This design comes from an exercise in tuning for small area, a short achievable clock period and few clock cycles on the open sky130 flow, not from production work. Function was checked by simulation only, so behaviour that the tests miss may differ from the original. In every run shown here, the design's own scripts or RTL, not TritonCTS, make the clock network. The clock input has no modelled driver; a real chip could not lean on it and would need a root buffer or a full tree. Power figures rest on the tool's default switching activity, not on a simulated workload.

==> flow/design.v <==
module btcp_rx_check (
    input  wire        clk,
    input  wire        rst,
    input  wire        in_valid,
    output wire        in_ready,
    input  wire [31:0] in_data,
    input  wire        in_last,
    input  wire [2:0]  in_nbytes,    
    output wire        res_valid,
    input  wire        res_ready,
    output wire [1:0]  res_status,   
    output wire [15:0] res_seq,
    output wire [15:0] res_ack,
    output wire [7:0]  res_flags,
    output wire [7:0]  res_win,
    output wire [15:0] res_dlen,
    output wire [15:0] res_csum,     
    output wire [15:0] res_calc,     
    output wire        res_csum_ok,
    output wire [2:0]  res_type,
    output wire [9:0]  res_plen
);
    function [15:0] crc_x32;
        input [15:0] v;
        reg   [15:0] c;
        integer k;
        begin
            c = 16'h0000;
            for (k = 15; k >= 0; k = k - 1)
                c = (c[15] ^ v[k]) ? ({c[14:0], 1'b0} ^ 16'h1021)
                                   : {c[14:0], 1'b0};
            for (k = 0; k < 16; k = k + 1)
                c = c[15] ? ({c[14:0], 1'b0} ^ 16'h1021) : {c[14:0], 1'b0};
            crc_x32 = c;
        end
    endfunction
    function [15:0] crc_x8;
        input [15:0] v;
        reg   [15:0] c;
        integer k;
        begin
            c = v;
            for (k = 0; k < 8; k = k + 1)
                c = c[15] ? ({c[14:0], 1'b0} ^ 16'h1021) : {c[14:0], 1'b0};
            crc_x8 = c;
        end
    endfunction
    function [15:0] crc_d8;
        input [15:0] v;
        reg   [15:0] c;
        integer k;
        begin
            c = v;
            for (k = 0; k < 8; k = k + 1)
                c = c[0] ? ({1'b0, c[15:1]} ^ 16'h8810) : {1'b0, c[15:1]};
            crc_d8 = c;
        end
    endfunction
    reg        rx;         
    reg        ub;         
    reg        eq;         
    reg        rv;         
    reg [1:0]  uc;         
    reg [1:0]  hp;         
    reg [7:0]  cnt;        
    reg [1:0]  plo;        
    reg        big;        
    reg [15:0] sh;         
    reg [15:0] wr;         
    reg        wv;         
    reg        wf;         
    reg        wl;         
    reg [15:0] seq_r, ack_r, dlen_r, csum_r;
    reg [7:0]  flags_r, win_r;
    reg        ok_r;
    reg [2:0]  type_r;
    reg [1:0]  status_r;
    wire acc   = in_valid & rx;
    wire h0    = (hp == 2'd0);
    wire nb1   = ~in_nbytes[2] & ~in_nbytes[1];
    wire nb12  = ~in_nbytes[2] & ~(in_nbytes[1] & in_nbytes[0]);
    wire nb123 = ~in_nbytes[2];
    wire [15:0] dh = in_data[31:16] & {{8{hp != 2'd2}}, {8{(hp != 2'd2) & ~(in_last & nb1)}}};
    wire [15:0] dl = in_data[15:0]  & {{8{~(in_last & nb12)}}, {8{~(in_last & nb123)}}};
    wire [15:0] ms = crc_x32(sh);
    wire [15:0] wd = crc_x8(dh) ^ crc_d8(dl);
    wire [7:0] cbase = wf ? 8'hFD : cnt;
    always @(posedge clk) begin
        wr <= wd;
        wf <= h0;
        wl <= in_last;
        if (rst) begin
            wv <= 1'b0;
            rx <= 1'b1;
            ub <= 1'b0;
            eq <= 1'b0;
            rv <= 1'b0;
            hp <= 2'd0;
        end else begin
            wv <= acc;
            if (acc) begin
                if (in_last) begin
                    rx <= 1'b0;
                    hp <= 2'd0;
                end else if (hp != 2'd3) begin
                    hp <= hp + 2'd1;
                end
            end
            if (wv & wl) begin
                ub <= (uc != 2'd0);
                eq <= (uc == 2'd0);
            end else if (ub) begin
                ub <= (uc != 2'd1);
                eq <= (uc == 2'd1);
            end else begin
                eq <= 1'b0;
            end
            if (eq)
                rv <= 1'b1;
            if (rv & res_ready) begin
                rv <= 1'b0;
                rx <= 1'b1;
            end
        end
    end
    wire        e0   = rx & (hp == 2'd0);
    wire        e1   = rx & (hp == 2'd1);
    wire        e2   = rx & (hp == 2'd2);
    wire        keep = ~(wv | ub);
    wire [7:0]  cnext = cbase + {7'd0, ~wl | ~(plo[1] & plo[0])};
    always @(posedge clk) begin
        sh <= (sh & {16{keep}}) | (((ms & {16{~wf}}) ^ wr) & {16{wv}})
            | (crc_x8(sh) & {16{ub}});
        if (wv) begin
            cnt <= cnext;
            big <= ~wf & (big | (cnt == 8'd251 & ~wl));
        end
        if (rx) begin
            plo <= {~in_nbytes[1], in_nbytes[0]};
            uc  <= in_nbytes[1:0] - 2'd1;
        end else if (ub) begin
            uc  <= uc - 2'd1;
        end
        if (e0) seq_r   <= in_data[31:16];
        if (e0) ack_r   <= in_data[15:0];
        if (e1) flags_r <= in_data[31:24];
        if (e1) win_r   <= in_data[23:16];
        if (e1) dlen_r  <= in_data[15:0];
        if (e2) csum_r  <= in_data[31:16];
        ok_r <= (sh == csum_r);
        case (flags_r)
        8'h02:   type_r <= 3'd1;
        8'h10:   type_r <= 3'd2;
        8'h01:   type_r <= 3'd3;
        8'h12:   type_r <= 3'd4;
        8'h11:   type_r <= 3'd5;
        default: type_r <= ({cnt, plo} != 10'd0) ? 3'd6 : 3'd0;
        endcase
        status_r <= big                           ? 2'd2 :
                    (cnt >= 8'hFD)                ? 2'd1 :
                    (cnt == 8'd252 && plo != 2'd0) ? 2'd2 : 2'd0;
    end
    assign in_ready    = rx;
    assign res_valid   = rv;
    assign res_status  = status_r;
    assign res_seq     = seq_r;
    assign res_ack     = ack_r;
    assign res_flags   = flags_r;
    assign res_win     = win_r;
    assign res_dlen    = dlen_r;
    assign res_csum    = csum_r;
    assign res_calc    = sh;
    assign res_csum_ok = ok_r;
    assign res_type    = type_r;
    assign res_plen    = {cnt, plo};
endmodule
==> flow/flow/run.sh <==
#!/bin/bash
# The standard layout (standard.sh) with two changes: port buffers use
# a small buffer cell, and the CTS step is replaced by flow/cts.tcl, which
# builds a two-level clock tree (see flow/clock_tree.tcl) and then repairs
# timing as ORFS's CTS step does. Logs: standard_place.log, cts.log (and
# orfs/logs/.../4_1_cts.log), standard_finish.log, plus ORFS's own logs.
set -euo pipefail
ARGS=(BUFFER_PORTS_ARGS="-buffer_cell sky130_fd_sc_hd__buf_1")
bash standard.sh "${ARGS[@]}" place > standard_place.log 2>&1
FLOW_FLOW_DIR="$PWD/flow" bash standard.sh "${ARGS[@]}" run \
  RUN_SCRIPT="$PWD/flow/cts.tcl" RUN_LOG_NAME_STEM=4_1_cts > cts.log 2>&1
bash standard.sh "${ARGS[@]}" finish > standard_finish.log 2>&1
==> flow/flow/clock_tree.tcl <==
# Clock tree of two levels: the clock port drives nroot root buffers, each
# root drives nleaf leaf buffers, and each leaf drives the clock pins of a
# group of registers near it. The groups come from splitting the registers
# by position into halves, alternately by y and by x, until there are
# nroot*nleaf of them; a root serves nleaf neighbouring groups.
proc my_cts_split { sinks n } {
  set groups [list $sinks]
  set axis 1
  while {[llength $groups] < $n} {
    set ng {}
    foreach g $groups {
      set s [lsort -integer -index [expr {$axis + 1}] $g]
      set h [expr {[llength $s] / 2}]
      lappend ng [lrange $s 0 [expr {$h - 1}]] [lrange $s $h end]
    }
    set groups $ng
    set axis [expr {1 - $axis}]
  }
  return $groups
}

proc my_cts_centre { g } {
  set sx 0; set sy 0
  foreach s $g { incr sx [lindex $s 1]; incr sy [lindex $s 2] }
  return [list [expr {$sx / [llength $g]}] [expr {$sy / [llength $g]}]]
}

proc my_cts_buffer { block master name cx cy in_net out_net } {
  set inst [odb::dbInst_create $block $master $name]
  set w [[$inst getMaster] getWidth]
  set h [[$inst getMaster] getHeight]
  $inst setLocation [expr {$cx - $w / 2}] [expr {$cy - $h / 2}]
  $inst setPlacementStatus PLACED
  [$inst findITerm A] connect $in_net
  [$inst findITerm X] connect $out_net
  return $inst
}

proc my_cts_build { nroot nleaf root_cell leaf_cell } {
  set db [ord::get_db]
  set block [ord::get_db_block]
  set rmaster [$db findMaster $root_cell]
  set lmaster [$db findMaster $leaf_cell]
  set clknet [$block findNet clk]
  set sinks {}
  foreach it [$clknet getITerms] {
    set bb [[$it getInst] getBBox]
    lappend sinks [list $it [expr {([$bb xMin] + [$bb xMax]) / 2}] \
                           [expr {([$bb yMin] + [$bb yMax]) / 2}]]
  }
  puts "my_cts: [llength $sinks] clock sinks"
  set groups [my_cts_split $sinks [expr {$nroot * $nleaf}]]
  for {set r 0} {$r < $nroot} {incr r} {
    set rnet [odb::dbNet_create $block "clknet_root_$r"]
    $rnet setSigType CLOCK
    set leaves [lrange $groups [expr {$r * $nleaf}] [expr {$r * $nleaf + $nleaf - 1}]]
    set all {}
    for {set l 0} {$l < $nleaf} {incr l} {
      set g [lindex $leaves $l]
      set all [concat $all $g]
      lassign [my_cts_centre $g] cx cy
      set lnet [odb::dbNet_create $block "clknet_leaf_${r}_$l"]
      $lnet setSigType CLOCK
      foreach s $g {
        set it [lindex $s 0]
        $it disconnect
        $it connect $lnet
      }
      my_cts_buffer $block $lmaster "clkleaf_${r}_$l" $cx $cy $rnet $lnet
      puts "my_cts: leaf $r/$l at ($cx, $cy) drives [llength $g] sinks"
    }
    lassign [my_cts_centre $all] cx cy
    my_cts_buffer $block $rmaster "clkroot_$r" $cx $cy $clknet $rnet
    puts "my_cts: root $r at ($cx, $cy)"
  }
}
==> flow/flow/cts.tcl <==
# Replaces ORFS's CTS step (scripts/cts.tcl): the same steps, except that
# the clock tree is built by my_cts_build (clock_tree.tcl), two
# levels of buffers, instead of TritonCTS's H-tree.
utl::set_metrics_stage "cts__{}"
source $::env(SCRIPTS_DIR)/load.tcl
erase_non_stage_variables cts
load_design 3_place.odb 3_place.sdc

source $::env(FLOW_FLOW_DIR)/clock_tree.tcl
my_cts_build 4 2 sky130_fd_sc_hd__clkbuf_8 sky130_fd_sc_hd__clkbuf_16
global_connect
set_propagated_clock [all_clocks]

set_placement_padding -global \
  -left $::env(CELL_PAD_IN_SITES_DETAIL_PLACEMENT) \
  -right $::env(CELL_PAD_IN_SITES_DETAIL_PLACEMENT)
detailed_placement
estimate_parasitics -placement
report_clock_latency

repair_timing_helper
detailed_placement
check_placement -verbose

report_metrics 4 "cts final"
orfs_write_db $::env(RESULTS_DIR)/4_1_cts.odb
orfs_write_sdc $::env(RESULTS_DIR)/4_cts.sdc
==> flow/standard.sh <==
#!/bin/bash
# synth_recipe.tcl (not shown) runs the flow's synth.tcl, then flattens the netlist and writes it again
# the make line also repeats each setting of config.mk as NAME=value (left out here)
make -C /OpenROAD-flow-scripts/flow DESIGN_CONFIG=/design/flow/config.mk WORK_HOME=/design/flow/orfs CLKGATE_MAP_FILE= SYNTH_SCRIPT=/design/flow/synth_recipe.tcl "${@:-finish}"
==> flow/config.mk <==
export PLATFORM = sky130hd
export DESIGN_NAME = btcp_rx_check
export DESIGN_NICKNAME = btcp_rx_check
export VERILOG_FILES = /design/flow/design.v
export SDC_FILE = /design/flow/constraint.sdc
export NUM_CORES = 4
export LEC_CHECK = 0
export CAP_MARGIN = 20
export CORE_MARGIN = 2
export CORE_UTILIZATION = 40
export PLACE_DENSITY = 0.5
export SETUP_SLACK_MARGIN = 3.8
export SLEW_MARGIN = 20
==> flow/constraint.sdc <==
create_clock -name core_clock -period 6.0 [get_ports {clk}]
set_input_delay 1.2000 -clock core_clock [delete_from_list [all_inputs] [get_ports {clk}]]
set_output_delay 1.2000 -clock core_clock [all_outputs]
set_load 0.01 [all_outputs]
==> results of run 1 <==
## registers in the layout, indices dropped and copies added (netlist names), 3 cells and up
| name | flops |
|---|---|
| ack_r | 16 |
| csum_r | 16 |
| dlen_r | 16 |
| seq_r | 16 |
| sh | 16 |
| wr | 16 |
| cnt | 8 |
| flags_r | 8 |
| win_r | 8 |
| type_r | 3 |
## cells in the mapped netlist, drive strengths merged, types with 2 or more instances
master,n,area share
edfxtp,93,0.42
xnor2,84,0.12
nor2,48,0.027
dfxtp,47,0.14
xor2,38,0.051
o21ai,31,0.023
a21oi,23,0.017
nand2,21,0.012
clkbuf,19,0.014
nand3,11,0.0083
a22oi,10,0.011
inv,10,0.0057
buf,9,0.012
ha,9,0.017
xnor3,9,0.031
mux2i,8,0.012
nand2b,6,0.0057
nor3,6,0.0045
and2,5,0.0047
a32o,4,0.0061
nand4,4,0.0038
nor4,4,0.0038
o31ai,4,0.0045
a211oi,3,0.0034
nor2b,3,0.0028
nor3b,3,0.0034
xor3,3,0.011
a221o,2,0.0030
a311oi,2,0.0027
o21a,2,0.0023
or2,2,0.0019
## cell families (layout without fill, tap and decap cells)
group	count (synthesis)	after routing	synth area share
xor+xnor	134	134	0.2099
fa+ha+maj	9	9	0.01704
flops	140	140	0.5648
mux	8	8	0.01211
simple gates	116	116	0.08158
other cells	0	1	0
compound gates	87	87	0.08121
buf+inv	39	190	0.03332
## power groups by stage
stage               registers (W)  logic, W  clock network, W
floorplan                 0.00129   0.00211                 0
global placement          0.00142   0.00239                 0
detailed placement        0.00142   0.00238                 0
CTS                       0.00142   0.00246          0.000608
global route              0.00144   0.00275          0.000640
finish                    0.00142   0.00255          0.000593
## worst max-delay path by stage
stage / from / end / slack [ps] / cells past startpoint
floorplan: in_nbytes[2] / wr[11] / 3820 / 6
global placement: in_last / wr[10] / 3240 / 7
detailed placement: in_last / wr[9] / 3150 / 7
CTS: in_data[0] / wr[9] / 3700 / 6
global route: in_data[0] / wr[9] / 3740 / 6
finish: sh[9] / res_calc[9] / 3830 / 1
## cell type report
class                           instances  area [µm²]
Tap cell                              216       270.3
Timing Repair Buffer                  168       695.7
Inverter                               10       37.54
Fill cell                            1536        8224
Multi-Input combinational cell        354        2746
Antenna cell                            1       2.502
Sequential cell                       140        3769
Buffer                                 12       255.2
## through the flow
stage | setup slack [ps] | util | total power [W] | hold slack (ps)
after floorplan | 3819 | - | 0.003402 | 436.0
after global placement | 3243 | 0.4564 | 0.003814 | 465.3
after detailed placement | 3153 | 0.4564 | 0.003806 | 463.6
after global routing | 3743 | 0.4858 | 0.004827 | 495.2
final | 3829 | 0.4860 | 0.004558 | 471.2
## per-layer routing
metal  vias to the layer above  share of wire  wire length, µm  track usage
met3                        20          0.048              814      0.02567
met4                         0          0.023              389      0.04421
met2                       130           0.47             7995       0.3126
met5                         -              0                0            0
li1                       2171              -                -            -
met1                      2195           0.45             7658       0.2585
## repair_timing
item                       CTS  global route
setup endpoints to repair   40            37
setup buffers                4             7
resized for setup           27            18
pin swaps                    1             6
==> impl_metrics.json, run 1 <==
{
  "status": "timing/DRC/antenna clean",
  "port_buffers": 153,
  "worst_setup_path_start_kind": "register",
  "drc": 0,
  "dr.pass1.iters": 5,
  "num-nets-final": 735,
  "syn_inst": 533,
  "ys_seq_elements": 140,
  "synth_top_flop_cell": "edfxtp_1",
  "worstPathArrival_ps": 970,
  "seqPwrFrac": 0.311,
  "path_buf_inv": 1,
  "report.final.slew_viol_count": 0,
  "period_needed_ps": 2171,
  "reg2reg_slack_ps": 3900,
  "clkTransAtPathRegs_ps": 70,
  "cpLargestDelayFamily": "flip-flops",
  "initial_core_util": 0.4131,
  "finalCritPeriodShare": 0.3619,
  "gr-usage-all-layers": 0.1869,
  "num_rows": 46,
  "hold_viol": 0,
  "power.density_mw_per_mm2": 586.2,
  "antenna_left": 0,
  "rsz0062_at_grt": "yes",
  "synth_seq_area_share": 0.5648,
  "synth.distinct_cells": 52,
  "layout_common_cells": "146 x buf_1, 93 x edfxtp_1, 76 x xnor2_1",
  "routedWlPerCell_um": 18.71,
  "combPwrFrac": 0.559,
  "power.internal_w": 0.002872,
  "crit_type": "reg -> out",
  "die_x_um": 132.6,
  "crit_required_ps": 4800,
  "max_freq_mhz": 460.5,
  "finClkSkew_ps": 19.11,
  "vias": 4516,
  "yosysWarnings": 1,
  "overflow": 0,
  "syn_nets": 582,
  "slowest_stage": "dfxtp_2",
  "min_from": "big",
  "worst_pin_slew_ps": 770.7,
  "hold_buffers": 0,
  "reg2reg_from": "sh[14]",
  "p_switching_w": 0.001686,
  "synth.avg_cell_area_um2": 12.40,
  "drt_iter0_drc": 302,
  "finalSetupViolCount": 0,
  "gp_congestion": 0.8271,
  "syn_to_final_growth_pct": 17.64,
  "reg2reg_depth": 6,
  "synth_edf_count": 93,
  "final.setup.tns_ps": 0,
  "critical_path.endpoint_type": "output pin",
  "ir_drop_v": 0.0003543,
  "clock_power_share": 0.130,
  "holdPathEnd": "status_r[0]",
  "hold_path_depth": 1,
  "r2r_end": "sh[9]",
  "crit_chain": "buf_1",
  "hp-class": "reg -> reg",
  "final_common_cell": "buf_1",
  "dp_hpwl_um": 12240,
  "antenna_found_initial": 0,
  "slew_headroom": 0.4855,
  "drive_above_1_share": 0.1038,
  "grt_pass1_vias": 4650,
  "swShare": 0.3700,
  "final_cell_area_mm2": 0.007776,
  "core_area_mm2": 0.01600,
  "die_y_um": 132.6,
  "netlist_area_mm2": 0.006610,
  "ios": 154,
  "postPlaceCellArea_mm2": 0.007302,
  "dp_cells": 877,
  "clock_latency_ps": 290,
  "synthArstFlopShare": 0,
  "grt_pass1_wl_um": 26360,
  "fin_cells": 901,
  "via_per_inst": 5.012,
  "drt-total-wl_um": 16860,
  "maxCapViolations": 0,
  "critical-path-max-stage-delay_ps": 490,
  "grt_max_degree": 35,
  "path_max_fanout": 6,
  "power_leakage_nw": 2.748,
  "die-area_mm2": 0.01757
}
Testbench counts, summed over its fixed seeds: cycles 28,837.
==> inputs of run 2 (changes only) <==
--- a/flow/config.mk
+++ b/flow/config.mk
@@ -11,3 +11,3 @@
 export PLACE_DENSITY = 0.5
-export SETUP_SLACK_MARGIN = 3.8
+export SETUP_SLACK_MARGIN = 3.85
 export SLEW_MARGIN = 20
==> run 2 against run 1 <==
Effect of this change: via count increased by 0.35%; register-to-register slack worse by 40 ps; combinational power grew 5%; die area unchanged; first-iteration DRC count down 21%; clock power decreased by 2%; flip-flop and latch count did not move; worst setup slack improved by 35 ps; critical endpoint is now sh[0]; highest routed layer unchanged.
==> impl_metrics.json, run 2 <==
{
  "status": "timing/DRC/antenna clean",
  "drive_above_1_share": 0.1308,
  "overflow": 0,
  "vias": 4532,
  "syn_inst": 533,
  "port_buffers": 153,
  "worstPathArrival_ps": 2300,
  "power_leakage_nw": 2.814,
  "hp-class": "reg -> reg",
  "die_y_um": 132.6,
  "gp_congestion": 0.8663,
  "postPlaceCellArea_mm2": 0.007301,
  "die_x_um": 132.6,
  "syn_to_final_growth_pct": 19.88,
  "ys_seq_elements": 140,
  "ir_drop_v": 0.0004268,
  "dr.pass1.iters": 5,
  "crit_chain": "xor3_2 > xnor2_4 > xnor3_1 > and2_0 > a211oi_1 > o21ai_1",
  "clock_latency_ps": 290,
  "syn_nets": 582,
  "routedWlPerCell_um": 19.03,
  "report.final.slew_viol_count": 0,
  "setup_ws_ps": 3863,
  "reg2reg_from": "sh[4]",
  "drt_iter0_drc": 238,
  "worst_setup_path_start_kind": "register",
  "ios": 154,
  "netlist_area_mm2": 0.006610,
  "synth_most_common_cell": "edfxtp_1",
  "synth.avg_cell_area_um2": 12.40,
  "yosysWarnings": 1,
  "final.setup.tns_ps": 0,
  "critical-path-max-stage-delay_ps": 530,
  "core_area_mm2": 0.01600,
  "clkTransAtPathRegs_ps": 70,
  "min_from": "eq",
  "finalSetupViolCount": 0,
  "max_freq_mhz": 468.0,
  "reg2reg_slack_ps": 3860,
  "layout_common_cells": "142 x buf_1, 93 x edfxtp_1, 73 x xnor2_1",
  "num_rows": 46,
  "gr-usage-all-layers": 0.1892,
  "finalCritPeriodShare": 0.3561,
  "drt-total-wl_um": 17200,
  "r2r_end": "sh[0]",
  "yosys.area.top_type": "edfxtp_1",
  "antenna_cells": 0,
  "critical_path.endpoint_type": "register",
  "hold_viol": 0,
  "dp_hpwl_um": 12170,
  "place_ws_ps": 3345,
  "startpoint": "sh[4]",
  "synthArstFlopShare": 0,
  "synth_seq_area_share": 0.5648,
  "final_cell_area_mm2": 0.007924,
  "final_common_cell": "buf_1",
  "power.density_mw_per_mm2": 590.3,
  "synth.distinct_cells": 52,
  "worst_pin_slew_ps": 801.1,
  "antenna_left": 0,
  "hold_buffers": 0,
  "ys_top_cells_by_area": "edfxtp_1 42%, dfxtp_1 14%, xnor2_1 11%",
  "drc": 0,
  "rsz0062_at_grt": "yes",
  "finClkSkew_ps": 19.55,
  "reg2reg_depth": 6,
  "fin_hold_ws_ps": 475.4,
  "synth.top_cell.area_share": 0.4225,
  "slew_headroom": 0.4652,
  "grt_max_degree": 35,
  "die-area_mm2": 0.01757,
  "crit_type": "reg -> reg",
  "grt_pass1_vias": 4704,
  "synth_top_flop_cell": "edfxtp_1",
  "path_max_fanout": 4,
  "grt_pass1_wl_um": 26450,
  "period_needed_ps": 2137,
  "maxCapViolations": 0,
  "via_per_inst": 5.013,
  "synth_edf_count": 93,
  "antenna_found_initial": 0,
  "initial_core_util": 0.4131,
  "crit_required_ps": 6160,
  "slowest_stage": "xor3_2",
  "ys_top_cells_by_count": "93 x edfxtp_1, 81 x xnor2_1, 48 x nor2_1, 47 x dfxtp_1, 37 x xor2_1",
  "crit_path_end": "sh[0]",
  "num-nets-final": 739
}
[run 2: cell counts after synthesis]
Identical to the previous run, type by type.
[run 2: report_power, final]
group | switching, W | leakage, nW | total, W | internal [W]
sequential | 0.000232 | 1.27 | 0.00143 | 0.00120
combinational | 0.00123 | 1.41 | 0.00267 | 0.00144
clock | 0.000283 | 0.127 | 0.000582 | 0.000298
total | 0.00174 | 2.81 | 0.00468 | 0.00293
[run 2: cell families after synthesis]
logic type | Yosys count | synth area share
DFF | 140 | 0.5648
muxes | 8 | 0.01211
AOI/OAI and AO/OA | 87 | 0.08121
adders and majority gates | 9 | 0.01704
buffers and inverters | 39 | 0.03332
and+or+nand+nor | 116 | 0.08158
xor gates and xnor gates | 134 | 0.2099
[run 2: cell type report]
| cell class | count | area, µm² |
|---|---|---|
| Buffer | 12 | 255.2 |
| Fill cell | 1506 | 8077 |
| Inverter | 10 | 37.54 |
| Multi-Input combinational cell | 354 | 2811 |
| Sequential cell | 140 | 3794 |
| Tap cell | 216 | 270.3 |
| Timing Repair Buffer | 172 | 755.7 |
[run 2: worst max-delay path, delay by kind of cell, from the launching register on]
kind / cells / cell delay [ps]
AO/OA/AOI/OAI: 2 / 260
XOR/XNOR: 3 / 1210
flip-flops: 1 / 370
AND/OR/NAND/NOR: 1 / 170
[run 2: worst min path at each step]
stage | end | slack (ps) | cells past startpoint
6_report | rv | 480 | 2
5_1_grt | rv | 500 | 2
4_1_cts | status_r[0] | 480 | 1
3_5_place_dp | rv | 460 | 2
3_3_place_gp | status_r[0] | 460 | 1
2_1_floorplan | status_r[0] | 440 | 1
[run 2: metal layers]
layer | part of all wire | vias to the layer above | global-route usage
li1 | - | 2175 | -
met1 | 0.45 | 2213 | 0.2650
met2 | 0.49 | 127 | 0.3187
met3 | 0.045 | 17 | 0.02261
met4 | 0.016 | 0 | 0.03763
met5 | 0 | - | 0
[run 2: timing repair]
item	CTS	global route
setup buffers	5	11
gates resized for setup	43	26
pin swaps	4	5
setup endpoints to repair	47	43
[run 2: metrics by stage]
stage	total power, W	utilization	cells
floorplan	0.003403	-	533
global placement	0.003839	0.4561	876
detailed placement	0.003836	0.4563	876
global route	0.004980	0.4952	904
finish	0.004677	0.4952	904
==> inputs of run 3 (changes only) <==
--- a/flow/design.v
+++ b/flow/design.v
@@ -62,3 +62,2 @@
     reg        rv;         
-    reg [1:0]  uc;         
     reg [1:0]  hp;         
@@ -109,7 +108,8 @@
             if (wv & wl) begin
-                ub <= (uc != 2'd0);
-                eq <= (uc == 2'd0);
+                ub <= (plo != 2'd3);
+                eq <= (plo == 2'd3);
             end else if (ub) begin
-                ub <= (uc != 2'd1);
-                eq <= (uc == 2'd1);
+                ub <= (hp != plo);
+                eq <= (hp == plo);
+                hp <= (hp == plo) ? 2'd0 : hp + 2'd1;
             end else begin
@@ -137,8 +137,4 @@
         end
-        if (rx) begin
+        if (rx)
             plo <= {~in_nbytes[1], in_nbytes[0]};
-            uc  <= in_nbytes[1:0] - 2'd1;
-        end else if (ub) begin
-            uc  <= uc - 2'd1;
-        end
         if (e0) seq_r   <= in_data[31:16];
--- a/flow/config.mk
+++ b/flow/config.mk
@@ -11,3 +11,3 @@
 export PLACE_DENSITY = 0.5
-export SETUP_SLACK_MARGIN = 3.85
+export SETUP_SLACK_MARGIN = 3.8
 export SLEW_MARGIN = 20
==> run 3 against run 2 <==
Effect of this change: still clean on timing, DRC and antenna; flip-flop and latch count is 2 lower; critical path depth is the same; synthesized cell count is 3.2% lower; global-route usage is 0.47 points lower; clock power decreased by 0.9%; clock skew down 9.7 ps; highest routed layer unchanged.
==> impl_metrics.json, run 3 <==
{
  "worstPathArrival_ps": 2360,
  "regArea_mm2": 0.003714,
  "report.final.slew_viol_count": 0,
  "yosys.area_share.simple": 0.08415,
  "synth.distinct_cells": 53,
  "gp_congestion": 0.8307,
  "antenna_left": 0,
  "num-nets-final": 711,
  "hp-class": "reg -> reg",
  "clock_latency_ps": 280,
  "max_freq_mhz": 455.3,
  "rsz0062_at_grt": "yes",
  "cpLargestDelayFamily": "compound AO/OA/AOI/OAI gates",
  "synth_xor_area_frac": 0.2279,
  "antenna_found_initial": 0,
  "drt-total-wl_um": 16720,
  "power_leakage_nw": 2.677,
  "status": "timing/DRC/antenna clean",
  "grt_pass1_wl_um": 25390,
  "drc": 0,
  "final_common_cell": "buf_1",
  "crit_top_cell": "xor2_1",
  "synth_edf_count": 91,
  "finish.utilization": 0.4810,
  "ys_top_cells_by_count": "91 x edfxtp_1, 86 x xnor2_1, 47 x dfxtp_1, 46 x nor2_1, 37 x xor2_1",
  "synth_fa_ha_area_frac": 0.01158,
  "netlist_area_mm2": 0.006482,
  "period_needed_ps": 2196,
  "ir_drop_v": 0.0004830,
  "final.setup.tns_ps": 0,
  "path_max_fanout": 5,
  "num_rows": 46,
  "synth.avg_cell_area_um2": 12.56,
  "maxCapViolations": 0,
  "yosysWarnings": 1,
  "via_per_inst": 4.949,
  "die_x_um": 131.3,
  "synth_most_common_cell": "edfxtp_1",
  "num-fill-cells": 1495,
  "clkTransAtPathRegs_ps": 70,
  "layout_common_cells": "144 x buf_1, 91 x edfxtp_1, 80 x xnor2_1",
  "power.density_mw_per_mm2": 596.4,
  "place_ws_ps": 3294,
  "synth_mux_area_frac": 0.001544,
  "path_buf_inv": 1,
  "ios": 154,
  "overflow": 0,
  "slew_headroom": 0.4913,
  "synthArstFlopShare": 0,
  "drive_above_1_share": 0.1071,
  "initial_core_util": 0.4081,
  "die-area_mm2": 0.01724,
  "crit_chain": "buf_2 > xor2_1 > xor2_1 > o21ai_0 > a21oi_1 > o31ai_1",
  "core_area_mm2": 0.01589,
  "fin_cells": 879,
  "slowest_stage": "o31ai_1",
  "vias": 4350,
  "synth_compound_area_frac": 0.07875,
  "grt_max_degree": 33,
  "die_y_um": 131.3,
  "dp_cells": 862,
  "hold_viol": 0,
  "dp_hpwl_um": 12340,
  "crit_required_ps": 6170,
  "port_buffers": 153,
  "worst_setup_path_start_kind": "input pin",
  "crit_type": "in -> reg",
  "synth_seq_area_share": 0.5667,
  "finalCritPeriodShare": 0.3660,
  "dr.pass1.iters": 4,
  "finClkSkew_ps": 9.871,
  "ys_top_cells_by_area": "edfxtp_1 42%, dfxtp_1 15%, xnor2_1 12%",
  "syn_to_final_growth_pct": 17.87,
  "routedWlPerCell_um": 19.02,
  "drt_iter0_drc": 243,
  "synth_top_family_by_area": "XOR/XNOR gates",
  "synth_top_flop_cell": "edfxtp_1",
  "gr-usage-all-layers": 0.1845,
  "finalSetupViolCount": 0,
  "yosys.area.top_type": "edfxtp_1",
  "worst_pin_slew_ps": 762.1,
  "multiInputGateArea_mm2": 0.002745,
  "total_power_w": 0.004558,
  "setup_ws_ps": 3804,
  "antenna_cells": 0,
  "critical-path-max-stage-delay_ps": 340,
  "syn_inst": 516,
  "grt_pass1_vias": 4328,
  "syn_nets": 562,
  "synth.top_cell.area_share": 0.4215,
  "critical_path.endpoint_type": "register",
  "ys_seq_elements": 138
}
-- run 3: cell types whose count changed in the layout (fill, tap and decap cells not counted), moves of 5 or more --
cell,before,now
buf_4,17,7
a21oi_1,23,16
dfxtp_4,15,8
mux2i_1,8,1
nand2_1,21,28
o21ai_1,10,3
xnor2_1,73,80
buf_2,7,1
dfxtp_2,3,8
-- run 3: metrics by stage --
stage	hold slack, ps	instance area, µm²
after floorplan	435.7	6490
after global placement	463.6	7178
after detailed placement	465.9	7181
after global routing	495.6	7641
final	476.6	7641
-- run 3: final cells by class --
cell class	count	area share
sequential	138	0.4860
multi-input combinational	348	0.3593
timing repair buffer	160	0.08351
tap	216	0.03537
buffer	12	0.03340
inverter	5	0.002456
-- run 3: power breakdown --
part	internal, W	leakage (nW)	switching [W]
Sequential	0.00118	1.25	0.000243
Clock	0.000298	0.127	0.000278
Combinational	0.00152	1.30	0.00104
Total	0.00299	2.68	0.00156
-- run 3: cells by family after synthesis --
family,count (synthesis)
XOR/XNOR,141
buffers and inverters,30
AO/OA/AOI/OAI,81
adder cells (fa/ha/maj),6
flip-flops,138
AND/OR/NAND/NOR,119
multiplexers,1
-- run 3: path summary, 6_finish.rpt --
| kind | start | end | slack [ps] | depth (start not counted) |
|---|---|---|---|---|
| setup / recovery | in_data[0] | wr[9] | 3800 | 6 |
| hold / removal | big | status_r[0] | 480 | 1 |
| setup reg to reg | sh[8] | sh[5] | 3890 | 6 |
| hold reg to reg | big | status_r[0] | 480 | 1 |
-- run 3: timing repair --
action,in CTS,in global routing
pin swaps,2,5
gates resized for setup,28,25
setup endpoints to repair,57,39
buffers inserted,1,4
hold buffers,0,0
-- run 3: routing by layer --
layer / wire length [µm] / vias to the layer above / global-route usage
met4: 282 / 0 / 0.03140
met2: 7890 / 109 / 0.3012
met5: 0 / - / 0
met3: 835 / 19 / 0.03048
li1: - / 2102 / -
met1: 7711 / 2120 / 0.2637
Testbench counts of run 3, summed over its fixed seeds: cycles 28,837.
==> inputs of run 4 (changes only) <==
--- a/flow/config.mk
+++ b/flow/config.mk
@@ -10,3 +10,2 @@
 export CORE_UTILIZATION = 40
-export PLACE_DENSITY = 0.5
 export SETUP_SLACK_MARGIN = 3.8
==> run 4 against run 3 <==
Effect of this change: still clean on timing, DRC and antenna; synthesized cell count stayed put; cell count decreased by 0.34%; worst setup slack got worse by 17 ps; largest power group unchanged; highest routed layer unchanged.
==> impl_metrics.json, run 4 <==
{
  "die-area_mm2": 0.01724,
  "drt-total-wl_um": 16210,
  "drc": 0,
  "ys_seq_elements": 138,
  "hp-class": "reg -> reg",
  "crit_chain": "xnor3_2 > xnor3_2 > xor2_2 > xnor3_1 > mux2i_1 > o21ai_1",
  "power_leakage_nw": 2.644,
  "synth_top_family_by_area": "XOR/XNOR gates",
  "place_ws_ps": 3254,
  "finClkSkew_ps": 13.17,
  "synth.distinct_cells": 53,
  "synthArstFlopShare": 0,
  "critical-path-max-stage-delay_ps": 500,
  "p_switching_w": 0.001523,
  "synth_edf_count": 91,
  "num-nets-final": 708,
  "final.setup.tns_ps": 0,
  "ys_top_cells_by_count": "91 x edfxtp_1, 86 x xnor2_1, 47 x dfxtp_1, 46 x nor2_1, 37 x xor2_1",
  "synth.top_cell.area_share": 0.4215,
  "worst_setup_path_start_kind": "register",
  "via_per_inst": 5.010,
  "die_y_um": 131.3,
  "routedWlPerCell_um": 18.50,
  "syn_inst": 516,
  "gr-usage-all-layers": 0.1791,
  "fin_cells": 876,
  "syn_to_final_growth_pct": 16.93,
  "report.final.slew_viol_count": 0,
  "r2r_end": "sh[5]",
  "seqPwrFrac": 0.317,
  "rsz0062_at_grt": "yes",
  "clock_power_share": 0.132,
  "reg2reg_from": "sh[12]",
  "slowest_stage": "dfxtp_2",
  "finalSetupViolCount": 0,
  "synth_seq_area_share": 0.5667,
  "power.density_mw_per_mm2": 585.1,
  "grt_pass1_wl_um": 25010,
  "ir_drop_v": 0.0003838,
  "synth_xor_area_frac": 0.2279,
  "num_rows": 46,
  "maxCapViolations": 0,
  "path_max_fanout": 8,
  "syn_nets": 562,
  "final_common_cell": "buf_1",
  "setup_ws_ps": 3787,
  "dr.pass1.iters": 4,
  "combPwrFrac": 0.552,
  "antenna_cells": 0,
  "antenna_left": 0,
  "port_buffers": 153,
  "period_needed_ps": 2213,
  "synth.avg_cell_area_um2": 12.56,
  "yosys.area_share.simple": 0.08415,
  "die_x_um": 131.3,
  "max_freq_mhz": 451.9,
  "min_from": "eq",
  "synth_mux_area_frac": 0.001544,
  "slew_headroom": 0.4468,
  "clkTransAtPathRegs_ps": 80,
  "layout_common_cells": "145 x buf_1, 91 x edfxtp_1, 83 x xnor2_1",
  "synth_compound_area_frac": 0.07875,
  "crit_required_ps": 6150,
  "clock_latency_ps": 280,
  "synth_most_common_cell": "edfxtp_1",
  "reg2reg_depth": 6,
  "initial_core_util": 0.4081,
  "overflow": 0,
  "worstPathArrival_ps": 2370,
  "worst_pin_slew_ps": 829.7,
  "dp_cells": 861,
  "drt_iter0_drc": 284,
  "yosys.area.top_type": "edfxtp_1",
  "finalCritPeriodShare": 0.3688,
  "fin_hold_ws_ps": 471.1,
  "vias": 4389,
  "grt_max_degree": 33,
  "yosysWarnings": 1,
  "gp_congestion": 0.8461,
  "critical_path.endpoint_type": "register",
  "crit_top_cell": "xnor3_2",
  "grt_pass1_vias": 4462,
  "swShare": 0.3434,
  "ios": 154,
  "reg2reg_slack_ps": 3790,
  "drive_above_1_share": 0.09848,
  "crit_type": "reg -> reg",
  "hold_path_depth": 2,
  "status": "timing/DRC/antenna clean",
  "power.internal_w": 0.002912,
  "dp_hpwl_um": 12030,
  "synth_top_flop_cell": "edfxtp_1",
  "core_area_mm2": 0.01589,
  "netlist_area_mm2": 0.006482,
  "synth_fa_ha_area_frac": 0.01158,
  "antenna_found_initial": 0,
  "ys_top_cells_by_area": "edfxtp_1 42%, dfxtp_1 15%, xnor2_1 12%",
  "hold_viol": 0,
  "holdPathEnd": "rv"
}
## run 4: critical path, delay by kind of cell, from the launching register on
family,cells,cell delay (ps)
xor gates and xnor gates,4,1330
DFF,1,500
AOI/OAI and AO/OA,1,80
muxes,1,160
## run 4: worst max-delay path by stage
stage                     startpoint     end  slack, ps
final                         sh[12]   sh[5]       3790
after detailed placement     in_last   wr[5]       3250
after CTS                    in_last  wr[12]       3800
after floorplan              in_last  wr[12]       3820
after global placement       in_last  wr[12]       3290
after global routing          sh[12]   sh[5]       3720
## run 4: power by group through the flow
stage / clock (W) / sequential, W / combinational (W)
floorplan: 0 / 0.00129 / 0.00214
global route: 0.000623 / 0.00142 / 0.00262
global placement: 0 / 0.00139 / 0.00240
finish: 0.000583 / 0.00141 / 0.00245
CTS: 0.000593 / 0.00139 / 0.00244
detailed placement: 0 / 0.00139 / 0.00241
## run 4: cells by family after synthesis
family          count (synthesis)
xor+xnor                      141
flops                         138
simple gates                  119
compound gates                 81
buf+inv                        30
fa+ha+maj                       6
mux                             1
## run 4: per-stage QoR
stage | util | instance area (µm²) | total power, W
final | 0.4772 | 7580 | 0.004435
after global routing | 0.4772 | 7580 | 0.004662
after detailed placement | 0.4515 | 7172 | 0.003804
after global placement | 0.4515 | 7172 | 0.003791
after floorplan | - | 6490 | 0.003427
## run 4: routing by layer
layer,up-vias,GRT usage,wire (µm),share of wire
met4,0,0.05857,528,0.033
met5,-,0,0,0
met3,29,0.02816,893,0.055
met1,2130,0.2459,7191,0.44
li1,2088,-,-,-
met2,142,0.2918,7595,0.47
## run 4: what timing repair did
| item | 4_1_cts | 5_1_grt |
|---|---|---|
| pin swaps | 0 | 2 |
| endpoints found under the setup margin | 54 | 31 |
| resized for setup | 29 | 15 |
| setup buffers | 0 | 3 |
| hold buffers | 0 | 0 |
## run 4: layout make-up
| cell class | count | area [µm²] |
|---|---|---|
| buffer | 12 | 255.2 |
| timing repair buffer | 157 | 614.3 |
| multi-input combinational | 348 | 2719 |
| inverter | 5 | 18.77 |
| tap | 216 | 270.3 |
| sequential | 138 | 3702 |
| fill | 1489 | 8305 |
==> inputs of run 5 (changes only) <==
--- a/flow/config.mk
+++ b/flow/config.mk
@@ -10,3 +10,4 @@
 export CORE_UTILIZATION = 40
-export SETUP_SLACK_MARGIN = 3.8
+export PLACE_DENSITY = 0.5
+export SETUP_SLACK_MARGIN = 3.9
 export SLEW_MARGIN = 20
==> run 5 against run 4 <==
Effect of this change: still clean; synthesized area did not move; worst setup slack better by 110 ps; flip-flop and latch count is the same; cell count grew 5.4%; via count is 4.0% higher; die area is the same; synthesized cell count unchanged; critical path depth fell by 5.
==> impl_metrics.json, run 5 <==
{
  "routedWlPerCell_um": 18.65,
  "swShare": 0.3409,
  "die-area_mm2": 0.01724,
  "slew_headroom": 0.4705,
  "final_cell_area_mm2": 0.008178,
  "vias": 4564,
  "syn_to_final_growth_pct": 26.15,
  "dp_hpwl_um": 12310,
  "reg2reg_slack_ps": 3910,
  "fin_hold_ws_ps": 471.7,
  "synthArstFlopShare": 0,
  "crit_type": "reg -> out",
  "power.density_mw_per_mm2": 589.3,
  "die_y_um": 131.3,
  "worst_pin_slew_ps": 794.2,
  "num-fill-cells": 1476,
  "crit_chain": "clkbuf_2",
  "slowest_stage": "edfxtp_1",
  "netlist_area_mm2": 0.006482,
  "yosysWarnings": 1,
  "drc": 0,
  "r2r_end": "sh[13]",
  "finalCritPeriodShare": 0.3511,
  "final_common_cell": "buf_1",
  "combPwrFrac": 0.594,
  "maxCapViolations": 0,
  "dp_cells": 861,
  "layout_common_cells": "129 x buf_1, 91 x edfxtp_1, 78 x xnor2_1",
  "power.internal_w": 0.003176,
  "antenna_cells": 0,
  "holdPathEnd": "rv",
  "reg2reg_from": "sh[8]",
  "report.final.slew_viol_count": 0,
  "crit_required_ps": 4800,
  "antenna_found_initial": 0,
  "synth_seq_area_share": 0.5667,
  "dr.pass1.iters": 4,
  "ios": 154,
  "min_from": "eq",
  "cpLargestDelayFamily": "flip-flops",
  "core_area_mm2": 0.01589,
  "grt_pass1_wl_um": 25790,
  "worstPathArrival_ps": 910,
  "die_x_um": 131.3,
  "period_needed_ps": 2107,
  "total_power_w": 0.004819,
  "hold_viol": 0,
  "clock_latency_ps": 280,
  "gr-usage-all-layers": 0.1874,
  "via_per_inst": 4.945,
  "antenna_left": 0,
  "status": "timing/DRC/antenna clean",
  "hold_path_depth": 2,
  "ys_seq_elements": 138,
  "overflow": 0,
  "synth.top_cell.area_share": 0.4215,
  "drt-total-wl_um": 17210,
  "regArea_mm2": 0.003736,
  "fin_cells": 923,
  "p_switching_w": 0.001643,
  "clock_power_share": 0.121,
  "reg2reg_depth": 6,
  "syn_nets": 562,
  "yosys.area.top_type": "edfxtp_1",
  "ir_drop_v": 0.0003830,
  "syn_inst": 516,
  "multiInputGateArea_mm2": 0.002868,
  "path_buf_inv": 1,
  "power_leakage_nw": 2.990,
  "drive_above_1_share": 0.2093,
  "finalSetupViolCount": 0,
  "hp-class": "reg -> reg",
  "ys_top_cells_by_count": "91 x edfxtp_1, 86 x xnor2_1, 47 x dfxtp_1, 46 x nor2_1, 37 x xor2_1",
  "synth.avg_cell_area_um2": 12.56,
  "synth_edf_count": 91,
  "synth_most_common_cell": "edfxtp_1",
  "clkTransAtPathRegs_ps": 80,
  "path_max_fanout": 2,
  "synth_top_flop_cell": "edfxtp_1",
  "worst_setup_path_start_kind": "register",
  "num-nets-final": 755,
  "port_buffers": 153,
  "num_rows": 46,
  "rsz0062_at_grt": "yes",
  "grt_max_degree": 33,
  "ys_top_cells_by_area": "edfxtp_1 42%, dfxtp_1 15%, xnor2_1 12%",
  "max_freq_mhz": 474.7,
  "initial_core_util": 0.4081,
  "drt_iter0_drc": 283,
  "critical-path-max-stage-delay_ps": 460,
  "finClkSkew_ps": 14.38,
  "gp_congestion": 0.8468,
  "synth.distinct_cells": 53,
  "postPlaceCellArea_mm2": 0.007196,
  "final.setup.tns_ps": 0,
  "seqPwrFrac": 0.284,
  "critical_path.endpoint_type": "output pin",
  "grt_pass1_vias": 4474
}
run 5: cell count changes in the layout (fill, tap and decap cells not counted), sizes merged:
cell    change
buf        +36
clkbuf     +11
run 5: worst max path at each step:
stage                from           end  cells past startpoint
2_1_floorplan      sh[15]         sh[5]                      7
3_3_place_gp      in_last         wr[6]                      6
3_5_place_dp      in_last         wr[6]                      6
4_1_cts        csum_r[12]  res_csum[12]                      1
5_1_grt        in_data[2]        wr[11]                      7
6_report       csum_r[11]  res_csum[11]                      1
run 5: layout make-up:
class                           count  share of cell area
Sequential cell                   138              0.4569
Multi-Input combinational cell    348              0.3507
Timing Repair Buffer              204              0.1259
Tap cell                          216             0.03305
Buffer                             12             0.03121
Inverter                            5            0.002295
run 5: what timing repair did:
action,in CTS,in global routing
hold buffers,0,0
resized for setup,60,38
pin swaps,6,8
setup buffers,29,21
endpoints found under the setup margin,79,57
run 5: power groups by stage:
stage | clock network (W) | logic, W | registers [W]
final | 0.000583 | 0.00286 | 0.00137
after global routing | 0.000628 | 0.00307 | 0.00139
after CTS | 0.000595 | 0.00263 | 0.00139
after detailed placement | 0 | 0.00243 | 0.00139
after global placement | 0 | 0.00243 | 0.00139
after floorplan | 0 | 0.00214 | 0.00129
run 5: cells by family after synthesis:
| kind of cell | synth area share |
|---|---|
| AND/OR/NAND/NOR | 0.08415 |
| XOR/XNOR | 0.2280 |
| flip-flops | 0.5667 |
| AO/OA/AOI/OAI | 0.07875 |
| multiplexers | 0.001544 |
| buffers and inverters | 0.02934 |
| adder cells (fa/ha/maj) | 0.01158 |
run 5: worst register-to-register path: stages (launching register included):
cell and delay [ps]:
dfxtp_4 400, xnor3_2 510, xnor3_2 310, xnor3_1 410
nor2_1 130, xnor2_1 130, o21ai_1 70
run 5: routing by layer:
metal	vias to the layer above	GRT usage	part of all wire
met5	-	0	0
li1	2189	-	-
met3	24	0.02662	0.053
met4	0	0.02959	0.017
met1	2216	0.2597	0.45
met2	135	0.3205	0.48
run 5: stage by stage:
stage          worst slack [ps]  utilization
2_1_floorplan              3840            -
3_3_place_gp               3247       0.4528
3_5_place_dp               3204       0.4530
5_1_grt                    3811       0.5148
6_report                   3893       0.5148
==> inputs of run 6 (changes only) <==
--- a/flow/config.mk
+++ b/flow/config.mk
@@ -10,4 +10,4 @@
 export CORE_UTILIZATION = 40
-export PLACE_DENSITY = 0.5
-export SETUP_SLACK_MARGIN = 3.9
+export PLACE_DENSITY = 0.55
+export SETUP_SLACK_MARGIN = 3.85
 export SLEW_MARGIN = 20
==> run 6 against run 5 <==
Effect of this change: critical path depth is the same; synthesized area is the same; cell count fell by 1.8%; clock power is essentially flat; flip-flop and latch count did not move; worst setup slack lost 49 ps; power shrank 0.24%; worst hold slack hardly changed; critical path type unchanged; clock skew grew 2.3 ps; highest routed layer unchanged; largest cell class unchanged.
==> impl_metrics.json, run 6 <==
{
  "drc": 0,
  "critical-path-max-stage-delay_ps": 480,
  "startpoint": "sh[1]",
  "finalSetupViolCount": 0,
  "gp_congestion": 0.8417,
  "synth.top_cell.area_share": 0.4215,
  "hold_buffers": 0,
  "power.internal_w": 0.003146,
  "num-nets-final": 738,
  "holdPathEnd": "rv",
  "gr-usage-met2": 0.3123,
  "overflow": 0,
  "place_ws_ps": 3197,
  "critical_path.endpoint_type": "output pin",
  "syn_to_final_growth_pct": 22.25,
  "antenna_cells": 0,
  "port_buffers": 153,
  "num_rows": 46,
  "power.density_mw_per_mm2": 606.6,
  "core_area_mm2": 0.01589,
  "crit_required_ps": 4800,
  "clock_latency_ps": 290,
  "drive_above_1_share": 0.1609,
  "synth.distinct_cells": 53,
  "cpLargestDelayFamily": "flip-flops",
  "seqPwrFrac": 0.293,
  "combPwrFrac": 0.586,
  "grt_pass1_vias": 4526,
  "max_freq_mhz": 463.9,
  "status": "timing/DRC/antenna clean",
  "via_per_inst": 5.097,
  "reg2reg_from": "sh[10]",
  "ys_top_cells_by_area": "edfxtp_1 42%, dfxtp_1 15%, xnor2_1 12%",
  "worst_pin_slew_ps": 796.0,
  "worstPathArrival_ps": 960,
  "maxCapViolations": 0,
  "synth_top_flop_cell": "edfxtp_1",
  "r2r_end": "sh[5]",
  "gr-usage-all-layers": 0.1850,
  "grt-busiest-layer": "met2",
  "p_switching_w": 0.001661,
  "syn_inst": 516,
  "min_from": "eq",
  "netlist_area_mm2": 0.006482,
  "antenna_left": 0,
  "grt_pass1_wl_um": 25700,
  "ys_top_cells_by_count": "91 x edfxtp_1, 86 x xnor2_1, 47 x dfxtp_1, 46 x nor2_1, 37 x xor2_1",
  "ir_drop_v": 0.0004084,
  "drt-total-wl_um": 16950,
  "swShare": 0.3456,
  "crit_type": "reg -> out",
  "antenna_found_initial": 0,
  "yosys.area.top_type": "edfxtp_1",
  "num-fill-cells": 1477,
  "slew_headroom": 0.4686,
  "path_buf_inv": 1,
  "synth_most_common_cell": "edfxtp_1",
  "worst_setup_path_start_kind": "register",
  "hold_path_depth": 2,
  "layout_common_cells": "141 x buf_1, 91 x edfxtp_1, 80 x xnor2_1",
  "report.final.slew_viol_count": 0,
  "yosysWarnings": 1,
  "clock_power_share": 0.121,
  "period_needed_ps": 2156,
  "die-area_mm2": 0.01724,
  "synth_seq_area_share": 0.5667,
  "synthArstFlopShare": 0,
  "crit_chain": "buf_1",
  "power_leakage_nw": 2.832,
  "clkTransAtPathRegs_ps": 80,
  "gr-usage-met3": 0.02932,
  "ios": 154,
  "drt_iter0_drc": 295,
  "hold_viol": 0,
  "synth.avg_cell_area_um2": 12.56,
  "rsz0062_at_grt": "yes",
  "reg2reg_slack_ps": 3890,
  "setup_ws_ps": 3844,
  "slowest_stage": "dfxtp_2",
  "hp-class": "reg -> reg",
  "finalCritPeriodShare": 0.3593,
  "syn_nets": 562,
  "vias": 4618,
  "finClkSkew_ps": 16.71,
  "die_y_um": 131.3,
  "die_x_um": 131.3,
  "grt_max_degree": 29,
  "routedWlPerCell_um": 18.71,
  "final_common_cell": "buf_1",
  "reg2reg_depth": 6,
  "initial_core_util": 0.4081,
  "ys_seq_elements": 138,
  "path_max_fanout": 6,
  "met1_usage": 0.2506,
  "synth_edf_count": 91,
  "dr.pass1.iters": 4,
  "dp_hpwl_um": 12400,
  "final.setup.tns_ps": 0
}
run 6: cell types whose count changed in the layout (fill, tap and decap cells not counted), sizes merged:
cell / previous run / this run
clkbuf: 27 / 19
buf: 189 / 180
run 6: kinds of logic (layout without fill, tap and decap cells):
| kind of cell | after synthesis | in the layout | synth area share |
|---|---|---|---|
| xor+xnor | 141 | 141 | 0.2280 |
| flops | 138 | 138 | 0.5667 |
| simple gates | 119 | 119 | 0.08415 |
| compound gates | 81 | 81 | 0.07875 |
| buf+inv | 30 | 204 | 0.02934 |
| fa+ha+maj | 6 | 6 | 0.01158 |
| mux | 1 | 1 | 0.001544 |
run 6: routing by layer:
layer / part of all wire / vias to the layer above
li1: - / 2157
met1: 0.43 / 2270
met2: 0.49 / 161
met3: 0.066 / 30
met4: 0.021 / 0
met5: 0 / -
run 6: through the flow:
step | power, W | hold WS [ps] | std cells | area (µm²) | utilization
after floorplan | 0.003428 | 435.7 | 516 | 6492 | -
after global placement | 0.003789 | 465.4 | 862 | 7178 | 0.4519
after detailed placement | 0.003814 | 464.2 | 862 | 7178 | 0.4519
after global routing | 0.005069 | 505.0 | 906 | 7925 | 0.4989
final | 0.004807 | 471.4 | 906 | 7925 | 0.4989
run 6: cell type report:
type | count | area (µm²) | share of cell area
sequential | 138 | 3729 | 0.4705
inverter | 5 | 18.77 | 0.002368
timing repair buffer | 187 | 848.3 | 0.1070
buffer | 12 | 255.2 | 0.03221
tap | 216 | 270.3 | 0.03410
multi-input combinational | 348 | 2804 | 0.3538
run 6: power groups by stage:
stage / logic [W] / registers [W] / clock network [W]
detailed placement: 0.00242 / 0.00140 / 0
floorplan: 0.00214 / 0.00129 / 0
global placement: 0.00239 / 0.00139 / 0
global route: 0.00302 / 0.00143 / 0.000624
CTS: 0.00246 / 0.00141 / 0.000595
finish: 0.00282 / 0.00141 / 0.000581
run 6: worst max path at each step:
stage	end	slack, ps	cells after the start
finish	res_calc[1]	3840	1
global route	sh[9]	3770	7
CTS	res_calc[15]	3760	1
detailed placement	wr[6]	3200	6
global placement	wr[12]	3300	7
floorplan	sh[5]	3840	7
run 6: what timing repair did:
action	CTS	global route
endpoints found under the setup margin	68	43
gates resized for setup	40	35
pin swaps	1	12
setup buffers	8	24
endpoints found under the hold margin	0	0
==> inputs of run 7 (changes only) <==
--- a/flow/config.mk
+++ b/flow/config.mk
@@ -10,3 +10,3 @@
 export CORE_UTILIZATION = 40
-export PLACE_DENSITY = 0.55
+export PLACE_DENSITY = 0.5
 export SETUP_SLACK_MARGIN = 3.85
==> run 7 against run 6 <==
Effect of this change: first-iteration DRC count decreased by 27%; worst hold slack improved by 1.7 ps; die area is the same; via count down 3.0%; critical path depth did not move; critical endpoint unchanged; sequential share of layout area up 0.86 points; synthesized area did not move; maximum frequency increased by 0.90%; power fell by 4.8%; utilization down 0.96 points; still clean on timing, DRC and antenna.
==> impl_metrics.json, run 7 <==
{
  "status": "timing/DRC/antenna clean",
  "finalSetupViolCount": 0,
  "power.internal_w": 0.002988,
  "core_area_mm2": 0.01589,
  "overflow": 0,
  "ys_top_cells_by_count": "91 x edfxtp_1, 86 x xnor2_1, 47 x dfxtp_1, 46 x nor2_1, 37 x xor2_1",
  "total_power_w": 0.004575,
  "swShare": 0.3469,
  "ios": 154,
  "p_switching_w": 0.001587,
  "slew_headroom": 0.4607,
  "critical-path-max-stage-delay_ps": 480,
  "syn_nets": 562,
  "final_cell_area_mm2": 0.007772,
  "max_freq_mhz": 468.1,
  "dp_hpwl_um": 12510,
  "syn_to_final_growth_pct": 19.90,
  "drc": 0,
  "path_buf_inv": 1,
  "grt_max_degree": 33,
  "power_leakage_nw": 2.746,
  "die_x_um": 131.3,
  "dr.pass1.iters": 4,
  "synth_seq_area_share": 0.5667,
  "die-area_mm2": 0.01724,
  "seqPwrFrac": 0.308,
  "finClkSkew_ps": 16.00,
  "synth.avg_cell_area_um2": 12.56,
  "synth_top_flop_cell": "edfxtp_1",
  "met2WireLength_um": 8174,
  "worst_pin_slew_ps": 808.1,
  "report.final.slew_viol_count": 0,
  "drive_above_1_share": 0.1344,
  "synth.distinct_cells": 53,
  "highest_layer": "met4",
  "antenna_left": 0,
  "hold_buffers": 0,
  "grt_pass1_vias": 4514,
  "num_rows": 46,
  "clkTransAtPathRegs_ps": 80,
  "layout_common_cells": "143 x buf_1, 91 x edfxtp_1, 82 x xnor2_1",
  "finalCritPeriodShare": 0.3561,
  "clock_latency_ps": 290,
  "via_per_inst": 5.017,
  "dr_wl_met3_um": 770,
  "synthArstFlopShare": 0,
  "final.setup.tns_ps": 0,
  "critical_path.endpoint_type": "output pin",
  "antenna_cells": 0,
  "power.density_mw_per_mm2": 588.6,
  "met1Wirelength_um": 7925,
  "final_common_cell": "buf_1",
  "routedWlPerCell_um": 19.23,
  "cpLargestDelayFamily": "flip-flops",
  "ys_seq_elements": 138,
  "worstPathArrival_ps": 940,
  "yosys.area.top_type": "edfxtp_1",
  "synth_most_common_cell": "edfxtp_1",
  "place_ws_ps": 3265,
  "postPlaceCellArea_mm2": 0.007181,
  "slowest_stage": "dfxtp_2",
  "hp-class": "reg -> reg",
  "grt_pass1_wl_um": 26320,
  "rsz0062_at_grt": "yes",
  "ir_drop_v": 0.0005075,
  "path_max_fanout": 6,
  "gp_congestion": 0.8034,
  "hold_viol": 0,
  "die_y_um": 131.3,
  "maxCapViolations": 0,
  "synth.top_cell.area_share": 0.4215,
  "drt-total-wl_um": 17170,
  "netlist_area_mm2": 0.006482,
  "ys_top_cells_by_area": "edfxtp_1 42%, dfxtp_1 15%, xnor2_1 12%",
  "period_needed_ps": 2136,
  "drt_iter0_drc": 214,
  "num-nets-final": 725,
  "yosysWarnings": 1,
  "clock_power_share": 0.127,
  "crit_required_ps": 4800,
  "num-fill-cells": 1513,
  "gr-usage-all-layers": 0.1909,
  "port_buffers": 153,
  "syn_inst": 516,
  "setup_ws_ps": 3864,
  "vias": 4480,
  "synth_edf_count": 91,
  "crit_type": "reg -> out",
  "antenna_found_initial": 0,
  "worst_setup_path_start_kind": "register",
  "crit_chain": "buf_1",
  "initial_core_util": 0.4081,
  "combPwrFrac": 0.565
}
## run 7: cell counts after synthesis
Identical to the previous run, type by type.
## run 7: cell type report
| cell class | count | area (µm²) | share of cell area |
|---|---|---|---|
| Inverter | 5 | 18.77 | 0.002415 |
| Timing Repair Buffer | 174 | 744.5 | 0.09578 |
| Multi-Input combinational cell | 348 | 2760 | 0.3551 |
| Tap cell | 216 | 270.3 | 0.03477 |
| Sequential cell | 138 | 3724 | 0.4791 |
| Buffer | 12 | 255.2 | 0.03284 |
## run 7: logic make-up after synthesis
kind of cell	Yosys count	synth area share
and+or+nand+nor	119	0.08415
DFF	138	0.5667
AOI/OAI and AO/OA	81	0.07875
xor gates and xnor gates	141	0.2280
buffers and inverters	30	0.02934
muxes	1	0.001544
adders and majority gates	6	0.01158
## run 7: metrics by stage
stage	utilization	instances	hold WS [ps]
after global routing	0.4893	893	520.9
final	0.4893	893	473.1
after floorplan	-	516	435.7
after global placement	0.4519	862	465.8
after detailed placement	0.4520	862	465.7
## run 7: per-layer routing
| metal | GRT usage | up-vias |
|---|---|---|
| met4 | 0.03563 | 0 |
| met3 | 0.02160 | 18 |
| met1 | 0.2741 | 2210 |
| met2 | 0.3167 | 130 |
| li1 | - | 2122 |
| met5 | 0 | - |
## run 7: final timing paths
check,start,end,slack (ps),depth (start not counted)
max,sh[1],res_calc[1],3860,1
min,big,status_r[0],470,1
max reg2reg,sh[10],sh[5],3900,6
min reg2reg,big,status_r[0],470,1
## run 7: power groups by stage
stage	Combinational [W]	Sequential (W)	Clock (W)
2_1_floorplan	0.00214	0.00129	0
3_3_place_gp	0.00244	0.00139	0
3_5_place_dp	0.00244	0.00140	0
4_1_cts	0.00247	0.00139	0.000600
5_1_grt	0.00278	0.00143	0.000635
6_report	0.00259	0.00141	0.000581
## run 7: timing repair
action	in CTS	in global routing
pin swaps	1	8
gates resized for setup	36	28
setup endpoints to repair	71	40
setup buffers	10	9
==> inputs of run 8 (changes only) <==
--- a/flow/flow/cts.tcl
+++ b/flow/flow/cts.tcl
@@ -9,3 +9,3 @@
 source $::env(FLOW_FLOW_DIR)/clock_tree.tcl
-my_cts_build 4 2 sky130_fd_sc_hd__clkbuf_8 sky130_fd_sc_hd__clkbuf_16
+my_cts_build 4 2 sky130_fd_sc_hd__clkbuf_4 sky130_fd_sc_hd__clkbuf_16
 global_connect
==> run 8 against run 7 <==
Effect of this change: synthesized cell count did not move; worst hold slack better by 0.97 ps; die area did not move; global-route usage barely moved; critical path depth stayed put; power is 0.77% lower; worst setup slack worse by 31 ps; clock power shrank 5.0%; sequential power barely moved.
==> impl_metrics.json, run 8 <==
{
  "power_leakage_nw": 2.800,
  "synth_most_common_cell": "edfxtp_1",
  "ir_drop_v": 0.0005035,
  "final.setup.tns_ps": 0,
  "worst_setup_path_start_kind": "register",
  "crit_type": "reg -> out",
  "dp_hpwl_um": 12510,
  "antenna_found_initial": 1,
  "overflow": 0,
  "initial_core_util": 0.4081,
  "core_area_mm2": 0.01589,
  "num-fill-cells": 1507,
  "netlist_area_mm2": 0.006482,
  "finClkSkew_ps": 20.25,
  "status": "timing/DRC/antenna clean",
  "die_x_um": 131.3,
  "ys_top_cells_by_area": "edfxtp_1 42%, dfxtp_1 15%, xnor2_1 12%",
  "crit_chain": "buf_1",
  "clock_power_share": 0.122,
  "grt_max_degree": 33,
  "path_max_fanout": 5,
  "path_buf_inv": 1,
  "crit_required_ps": 4800,
  "ys_seq_elements": 138,
  "finalSetupViolCount": 0,
  "ios": 154,
  "seqPwrFrac": 0.310,
  "gr-usage-all-layers": 0.1905,
  "worst_pin_slew_ps": 812.2,
  "vias": 4498,
  "synth_edf_count": 91,
  "slowest_stage": "dfxtp_2",
  "via_per_inst": 4.965,
  "num_rows": 46,
  "yosys.area.top_type": "edfxtp_1",
  "drive_above_1_share": 0.1524,
  "finish.utilization": 0.4941,
  "routedWlPerCell_um": 19.04,
  "critical-path-max-stage-delay_ps": 470,
  "slew_headroom": 0.4578,
  "drt-total-wl_um": 17250,
  "gp_congestion": 0.8034,
  "finalCritPeriodShare": 0.3612,
  "yosysWarnings": 1,
  "cpLargestDelayFamily": "flip-flops",
  "synth.top_cell.area_share": 0.4215,
  "drt_iter0_drc": 218,
  "power.internal_w": 0.002957,
  "die_y_um": 131.3,
  "syn_to_final_growth_pct": 21.08,
  "regArea_mm2": 0.003729,
  "clkTransAtPathRegs_ps": 70,
  "synth.avg_cell_area_um2": 12.56,
  "period_needed_ps": 2167,
  "hp-class": "reg -> reg",
  "synthArstFlopShare": 0,
  "synth.distinct_cells": 53,
  "num-nets-final": 737,
  "syn_inst": 516,
  "p_switching_w": 0.001583,
  "dr.pass1.iters": 4,
  "grt_pass1_vias": 4517,
  "synth_seq_area_share": 0.5667,
  "critical_path.endpoint_type": "output pin",
  "die-area_mm2": 0.01724,
  "final_common_cell": "buf_1",
  "antenna_left": 0,
  "port_buffers": 153,
  "ys_top_cells_by_count": "91 x edfxtp_1, 86 x xnor2_1, 47 x dfxtp_1, 46 x nor2_1, 37 x xor2_1",
  "rsz0062_at_grt": "yes",
  "maxCapViolations": 0,
  "combPwrFrac": 0.568,
  "layout_common_cells": "141 x buf_1, 91 x edfxtp_1, 82 x xnor2_1",
  "grt_pass1_wl_um": 26250,
  "power.density_mw_per_mm2": 578.4,
  "hold_viol": 0,
  "drc": 0,
  "worstPathArrival_ps": 970,
  "synth_top_flop_cell": "edfxtp_1",
  "multiInputGateArea_mm2": 0.002761,
  "hold_buffers": 0,
  "clock_latency_ps": 320,
  "max_freq_mhz": 461.5,
  "report.final.slew_viol_count": 0,
  "swShare": 0.3486,
  "syn_nets": 562
}
[run 8: cell count changes in the layout (fill, tap and decap cells not counted), sizes merged]
cell	delta
buf	+9
clkbuf	+3
diode	+1
[run 8: kinds of logic (layout without fill, tap and decap cells)]
group | Yosys count | in the layout | share of synthesized area
compound gates | 81 | 81 | 0.07875
fa+ha+maj | 6 | 6 | 0.01158
xor+xnor | 141 | 141 | 0.2280
flops | 138 | 138 | 0.5667
mux | 1 | 1 | 0.001544
simple gates | 119 | 119 | 0.08415
other cells | 0 | 1 | 0
buf+inv | 30 | 203 | 0.02934
[run 8: stage by stage]
step / cell area (µm²) / worst slack [ps] / total power (W) / hold WS (ps) / std cells
final: 7849 / 3833 / 0.004540 / 474.1 / 906
after global routing: 7846 / 3766 / 0.004804 / 521.1 / 905
after detailed placement: 7181 / 3265 / 0.003832 / 465.7 / 862
after global placement: 7178 / 3284 / 0.003829 / 465.8 / 862
after floorplan: 6492 / 3840 / 0.003428 / 435.7 / 516
[run 8: area by class of cell]
| cell class | count | share of cell area |
|---|---|---|
| multi-input cells | 348 | 0.3518 |
| plain buffers | 12 | 0.02933 |
| diodes | 1 | 0.0003188 |
| flip-flops and latches | 138 | 0.4751 |
| repair buffers | 186 | 0.1066 |
| well taps | 216 | 0.03443 |
| inverters | 5 | 0.002391 |
[run 8: timing repair]
| action | in CTS | in global routing |
|---|---|---|
| setup buffers | 14 | 17 |
| pin swaps | 1 | 7 |
| endpoints found under the setup margin | 76 | 48 |
| gates resized for setup | 44 | 23 |
| hold endpoints to repair | 0 | 0 |
[run 8: path summary, 6_finish.rpt]
path	start	end	slack, ps	cells past startpoint
max	sh[4]	res_calc[4]	3830	1
min reg2reg	big	status_r[0]	470	1
max reg2reg	sh[15]	sh[5]	3860	6
min	big	status_r[0]	470	1
[run 8: power by group through the flow]
stage                     combinational, W  clock (W)  sequential, W
final                              0.00258   0.000552        0.00141
after global routing               0.00278   0.000603        0.00143
after CTS                          0.00250   0.000571        0.00140
after detailed placement           0.00244          0        0.00140
after global placement             0.00244          0        0.00139
after floorplan                    0.00214          0        0.00129
[run 8: metal layers]
metal	routed length, µm	GRT usage
met1	8053	0.2738
met2	8161	0.3152
met3	738	0.02431
met4	301	0.03200
met5	0	0

-- port drivers added, routing unchanged --
No port has a modelled driver above. Below, the same layouts with a new extraction and two added sets of constraints. Step 1, drivers: a clkbuf_16 drives clk and a buf_2 each remaining input, both assumed. Step 2, shift: input delay + t, output delay - t, t = (earliest + latest rising clock arrival at the registers) / 2. This alone moves slack from input paths to output paths. a / b / c = no drivers / after step 1 / after step 2; a / b = the first two.
| run | shift t [ns] | setup slack, ns | cell pins on the clock port's net |
|---|---|---|---|
| run 1 | 0.352 | 3.829 / 3.760 / 3.553 | 4 |
| run 2 | 0.348 | 3.863 / 3.797 / 3.620 | 4 |
| run 3 | 0.343 | 3.804 / 3.765 / 3.502 | 4 |
| run 4 | 0.344 | 3.787 / 3.753 / 3.589 | 4 |
| run 5 | 0.347 | 3.893 / 3.824 / 3.636 | 4 |
| run 6 | 0.351 | 3.844 / 3.771 / 3.604 | 4 |
| run 7 | 0.347 | 3.864 / 3.795 / 3.595 | 4 |
| run 8 | 0.379 | 3.833 / 3.768 / 3.596 | 4 |
After both steps setup and hold are still met in every run listed. The setup slack of run 3, which loses most, moves by -0.039 ns with the drivers and by -0.302 ns with both steps.
